From an optimization exercise on the open Yosys and OpenROAD flow, aimed at small area; shortcuts taken in it are not production practice.

==> job 7576: inputs <==
Design sd_core, start of the top module:
module sd_core (
    input  wire        clk,
    input  wire        rst_n,
    input  wire [4:0]  h_idx,
    input  wire        h_we,
    input  wire        h_re,
    input  wire [31:0] h_wdata,
    output wire [31:0] h_rdata,
    input  wire        scl_i,
    input  wire        sda_i,
    output wire        scl_oe,
    output wire        sda_oe,
    output wire [7:0]  duty_x,
    output wire [7:0]  duty_y,
    output wire [7:0]  duty_z
);
==> flow/config.mk <==
export PLATFORM = sky130hd
export DESIGN_NAME = sd_core
export DESIGN_NICKNAME = sd_core
export VERILOG_FILES = /design/flow/design.v
export SDC_FILE = /design/flow/constraint.sdc
export NUM_CORES = 4
export LEC_CHECK = 0
export CAP_MARGIN = 20
export CORE_MARGIN = 2
export CORE_UTILIZATION = 40
export SLEW_MARGIN = 20
==> flow/constraint.sdc <==
create_clock -name core_clock -period 10.0 [get_ports {clk}]
set_input_delay 2.0000 -clock core_clock [delete_from_list [all_inputs] [get_ports {clk}]]
set_output_delay 2.0000 -clock core_clock [all_outputs]
set_load 0.01 [all_outputs]
run.sh (not shown) runs the stock make flow with config.mk's settings and CLKGATE_MAP_FILE= SYNTH_SCRIPT=/design/flow/synth_recipe.tcl, a recipe that flattens the netlist after the stock synthesis.
==> job 2915 (differences from job 7576) <==
--- a/flow/design.v
+++ b/flow/design.v
@@ -414,38 +414,34 @@
             s_r[ax] <= {sb, sc[7:2]};
         if (seq == Q_EXEC && op == OPC_MAP)
             u_r[ax] <= m_u;
     end
     wire [13:0] status = {ist, 1'b0, fcode, fault, tcf, rxak, txak, mode, bst, busy};
-    wire [15:0] mp0 = mapped_of(u_r[0], mv[0]);
-    wire [15:0] mp1 = mapped_of(u_r[1], mv[1]);
-    wire [15:0] mp2 = mapped_of(u_r[2], mv[2]);
-    reg [14:0] rd_val;    
-    always @(*) begin
-        case (h_idx)
-            5'd1:  rd_val = {1'b0, status};
-            5'd2:  rd_val = {7'h0, res};
-            5'd3:  rd_val = {7'h0, dr};
-            5'd4:  rd_val = bv[0] ? {7'h0, buf_r[0]} : 15'h0;
-            5'd5:  rd_val = bv[1] ? {7'h0, buf_r[1]} : 15'h0;
-            5'd6:  rd_val = bv[2] ? {7'h0, buf_r[2]} : 15'h0;
-            5'd7:  rd_val = bv[3] ? {7'h0, buf_r[3]} : 15'h0;
-            5'd8:  rd_val = bv[4] ? {7'h0, buf_r[4]} : 15'h0;
-            5'd9:  rd_val = bv[5] ? {7'h0, buf_r[5]} : 15'h0;
-            5'd10: rd_val = sv[0] ? {s_r[0][13], s_r[0]} : 15'h0;
-            5'd11: rd_val = sv[1] ? {s_r[1][13], s_r[1]} : 15'h0;
-            5'd12: rd_val = sv[2] ? {s_r[2][13], s_r[2]} : 15'h0;
-            5'd13: rd_val = mp0[14:0];
-            5'd14: rd_val = mp1[14:0];
-            5'd15: rd_val = mp2[14:0];
-            5'd16: rd_val = {7'h0, duty0};
-            5'd17: rd_val = {7'h0, duty1};
-            5'd18: rd_val = {7'h0, duty2};
-            default: rd_val = 15'h0;
-        endcase
-    end
-    always @(posedge clk) begin
-        if (!rst_n) hr <= 15'h0;
-        else        hr <= h_re ? rd_val : 15'h0;
-    end
+    wire re = h_re & rst_n;
+    wire [31:0] hsel = re ? (32'd1 << h_idx) : 32'd0;
+    wire ux1 = (h_idx == 5'd14) | (h_idx == 5'd17);
+    wire ux2 = (h_idx == 5'd15) | (h_idx == 5'd18);
+    wire [8:0] u_s   = ux2 ? u_r[2] : ux1 ? u_r[1] : u_r[0];
+    wire       mv_s  = ux2 ? mv[2]  : ux1 ? mv[1]  : mv[0];
+    wire       clr_s = ux2 ? clr[2] : ux1 ? clr[1] : clr[0];
+    wire [15:0] mp_s = mapped_of(u_s, 1'b1);
+    wire [7:0]  dt_s = duty_of(u_s, clr_s);
+    wire sel_map  = (hsel[13] | hsel[14] | hsel[15]) & mv_s;
+    wire sel_duty = hsel[16] | hsel[17] | hsel[18];
+    wire [14:0] rd_val =
+          ({15{hsel[1]}}           & {1'b0, status})
+        | ({15{hsel[2]}}           & {7'h0, res})
+        | ({15{hsel[3]}}           & {7'h0, dr})
+        | ({15{hsel[4] & bv[0]}}   & {7'h0, buf_r[0]})
+        | ({15{hsel[5] & bv[1]}}   & {7'h0, buf_r[1]})
+        | ({15{hsel[6] & bv[2]}}   & {7'h0, buf_r[2]})
+        | ({15{hsel[7] & bv[3]}}   & {7'h0, buf_r[3]})
+        | ({15{hsel[8] & bv[4]}}   & {7'h0, buf_r[4]})
+        | ({15{hsel[9] & bv[5]}}   & {7'h0, buf_r[5]})
+        | ({15{hsel[10] & sv[0]}}  & {s_r[0][13], s_r[0]})
+        | ({15{hsel[11] & sv[1]}}  & {s_r[1][13], s_r[1]})
+        | ({15{hsel[12] & sv[2]}}  & {s_r[2][13], s_r[2]})
+        | ({15{sel_map}}           & mp_s[14:0])
+        | ({15{sel_duty}}          & {7'h0, dt_s});
+    always @(posedge clk) hr <= rd_val;
     assign h_rdata = {{18{hr[14]}}, hr[13:0]};
 endmodule
Settings changed: CORE_UTILIZATION 40 to 65, CTS_BUF_LIST set to sky130_fd_sc_hd__clkbuf_8, CTS_CLUSTER_DIAMETER set to 60, CTS_CLUSTER_SIZE set to 15.
==> job 5895 (differences from job 7576) <==
--- a/flow/design.v
+++ b/flow/design.v
@@ -414,38 +414,34 @@
             s_r[ax] <= {sb, sc[7:2]};
         if (seq == Q_EXEC && op == OPC_MAP)
             u_r[ax] <= m_u;
     end
     wire [13:0] status = {ist, 1'b0, fcode, fault, tcf, rxak, txak, mode, bst, busy};
-    wire [15:0] mp0 = mapped_of(u_r[0], mv[0]);
-    wire [15:0] mp1 = mapped_of(u_r[1], mv[1]);
-    wire [15:0] mp2 = mapped_of(u_r[2], mv[2]);
-    reg [14:0] rd_val;    
-    always @(*) begin
-        case (h_idx)
-            5'd1:  rd_val = {1'b0, status};
-            5'd2:  rd_val = {7'h0, res};
-            5'd3:  rd_val = {7'h0, dr};
-            5'd4:  rd_val = bv[0] ? {7'h0, buf_r[0]} : 15'h0;
-            5'd5:  rd_val = bv[1] ? {7'h0, buf_r[1]} : 15'h0;
-            5'd6:  rd_val = bv[2] ? {7'h0, buf_r[2]} : 15'h0;
-            5'd7:  rd_val = bv[3] ? {7'h0, buf_r[3]} : 15'h0;
-            5'd8:  rd_val = bv[4] ? {7'h0, buf_r[4]} : 15'h0;
-            5'd9:  rd_val = bv[5] ? {7'h0, buf_r[5]} : 15'h0;
-            5'd10: rd_val = sv[0] ? {s_r[0][13], s_r[0]} : 15'h0;
-            5'd11: rd_val = sv[1] ? {s_r[1][13], s_r[1]} : 15'h0;
-            5'd12: rd_val = sv[2] ? {s_r[2][13], s_r[2]} : 15'h0;
-            5'd13: rd_val = mp0[14:0];
-            5'd14: rd_val = mp1[14:0];
-            5'd15: rd_val = mp2[14:0];
-            5'd16: rd_val = {7'h0, duty0};
-            5'd17: rd_val = {7'h0, duty1};
-            5'd18: rd_val = {7'h0, duty2};
-            default: rd_val = 15'h0;
-        endcase
-    end
-    always @(posedge clk) begin
-        if (!rst_n) hr <= 15'h0;
-        else        hr <= h_re ? rd_val : 15'h0;
-    end
+    wire re = h_re & rst_n;
+    wire [31:0] hsel = re ? (32'd1 << h_idx) : 32'd0;
+    wire ux1 = (h_idx == 5'd14) | (h_idx == 5'd17);
+    wire ux2 = (h_idx == 5'd15) | (h_idx == 5'd18);
+    wire [8:0] u_s   = ux2 ? u_r[2] : ux1 ? u_r[1] : u_r[0];
+    wire       mv_s  = ux2 ? mv[2]  : ux1 ? mv[1]  : mv[0];
+    wire       clr_s = ux2 ? clr[2] : ux1 ? clr[1] : clr[0];
+    wire [15:0] mp_s = mapped_of(u_s, 1'b1);
+    wire [7:0]  dt_s = duty_of(u_s, clr_s);
+    wire sel_map  = (hsel[13] | hsel[14] | hsel[15]) & mv_s;
+    wire sel_duty = hsel[16] | hsel[17] | hsel[18];
+    wire [14:0] rd_val =
+          ({15{hsel[1]}}           & {1'b0, status})
+        | ({15{hsel[2]}}           & {7'h0, res})
+        | ({15{hsel[3]}}           & {7'h0, dr})
+        | ({15{hsel[4] & bv[0]}}   & {7'h0, buf_r[0]})
+        | ({15{hsel[5] & bv[1]}}   & {7'h0, buf_r[1]})
+        | ({15{hsel[6] & bv[2]}}   & {7'h0, buf_r[2]})
+        | ({15{hsel[7] & bv[3]}}   & {7'h0, buf_r[3]})
+        | ({15{hsel[8] & bv[4]}}   & {7'h0, buf_r[4]})
+        | ({15{hsel[9] & bv[5]}}   & {7'h0, buf_r[5]})
+        | ({15{hsel[10] & sv[0]}}  & {s_r[0][13], s_r[0]})
+        | ({15{hsel[11] & sv[1]}}  & {s_r[1][13], s_r[1]})
+        | ({15{hsel[12] & sv[2]}}  & {s_r[2][13], s_r[2]})
+        | ({15{sel_map}}           & mp_s[14:0])
+        | ({15{sel_duty}}          & {7'h0, dt_s});
+    always @(posedge clk) hr <= rd_val;
     assign h_rdata = {{18{hr[14]}}, hr[13:0]};
 endmodule
==> flow/flow/run.sh (new file) <==
#!/bin/bash
# Standard layout (standard synthesis, ORFS steps) with the port buffers made
# of the smallest buffer cell. Each tool's output is logged by ORFS under
# orfs/logs/; make's own output goes to make_finish.log here.
set -euo pipefail
export BUFFER_PORTS_ARGS="-buffer_cell sky130_fd_sc_hd__buf_1"
bash standard.sh finish > make_finish.log 2>&1
==> flow/standard.sh (new file) <==
#!/bin/bash
# synth_recipe.tcl (not shown) runs the flow's synth.tcl, then flattens the netlist and writes it again
# the make line also repeats each setting of config.mk as NAME=value (left out here)
make -C /OpenROAD-flow-scripts/flow DESIGN_CONFIG=/design/flow/config.mk WORK_HOME=/design/flow/orfs CLKGATE_MAP_FILE= SYNTH_SCRIPT=/design/flow/synth_recipe.tcl "${@:-finish}"
Settings changed: CORE_UTILIZATION 40 to 65, CTS_BUF_LIST set to sky130_fd_sc_hd__clkbuf_16, CTS_CLUSTER_DIAMETER set to 80, CTS_CLUSTER_SIZE set to 24.
removed: flow/run.sh
==> results_dict.tcl <==
set metrics [dict create \
    status "timing/DRC/antenna clean" \
    grt_use_met1_pct 46.4 \
    slew_headroom_pct 27.9 \
    fin_area_um2 13000 \
    synth_top_family_by_area "compound AO/OA/AOI/OAI gates" \
    multi_input_cells 754 \
    layout-drive-gt1-share_pct 9.16 \
    post_drt_wl_per_cell_um 24.3 \
    wl_met1_um 12700 \
    worstSetupStartpoint "h_wdata[28]" \
]
[end of results for job 2915]
==> results_dict.tcl <==
set metrics [dict create \
    status "timing/DRC/antenna clean" \
    layout-drive-gt1-share_pct 11.0 \
    fin_area_um2 13600 \
    slew_headroom_pct 27.8 \
    grt_use_met1_pct 34.7 \
    synth_top_family_by_area "simple AND/OR/NAND/NOR gates" \
    post_drt_wl_per_cell_um 25.7 \
    multi_input_cells 745 \
]
[end of results for job 7576]
==> results_dict.tcl <==
set metrics [dict create \
    status "timing/DRC/antenna clean" \
    worstSetupStartpoint "h_idx[1]" \
    wl_met1_um 13000 \
    grt_use_met1_pct 48.3 \
    fin_area_um2 12400 \
    post_drt_wl_per_cell_um 24.9 \
    layout-drive-gt1-share_pct 8.91 \
    synth_top_family_by_area "compound AO/OA/AOI/OAI gates" \
    multi_input_cells 754 \
]
[end of results for job 5895]
No functional check of the RTL was part of any run of this note.

[what the ideal ports hide]
The flow's constraints put no driver on any port. The routed layouts listed below were extracted and timed again, unchanged, in two steps.
Step 1 (the two cells are an assumption about what drives the block):
set clk [get_ports {clk}]
set_driving_cell -lib_cell sky130_fd_sc_hd__clkbuf_16 $clk
set_driving_cell -lib_cell sky130_fd_sc_hd__buf_2 [delete_from_list [all_inputs] $clk]
Step 2 adds t to the input delays and takes it off the output delays; t is the mean of the earliest and latest rising clock arrival at the registers after step 1. Input paths then give back, and output paths get back, about the clock's delay inside the block.
Slacks: ideal ports / drivers / drivers and shift; pairs: ideal ports / drivers.
| run | t (ns) | setup slack, ns | worst hold slack (ns) | worst setup path after step 2 | cell pins on the clock port's net |
|---|---|---|---|---|---|
| job 7576 | 0.568 | 5.478 / 5.494 / 4.927 | 0.443 / 0.443 / 0.443 | input to register | 1 |
| job 2915 | 0.575 | 4.905 / 4.931 / 4.356 | 0.462 / 0.462 / 0.462 | input to register | 1 |
| job 5895 | 0.527 | 5.185 / 5.202 / 4.675 | 0.460 / 0.460 / 0.460 | input to register | 1 |
After both steps setup and hold are still met in every run listed. The setup slack of job 7576, which loses most, moves by +0.016 ns with the drivers and by -0.551 ns with both steps.
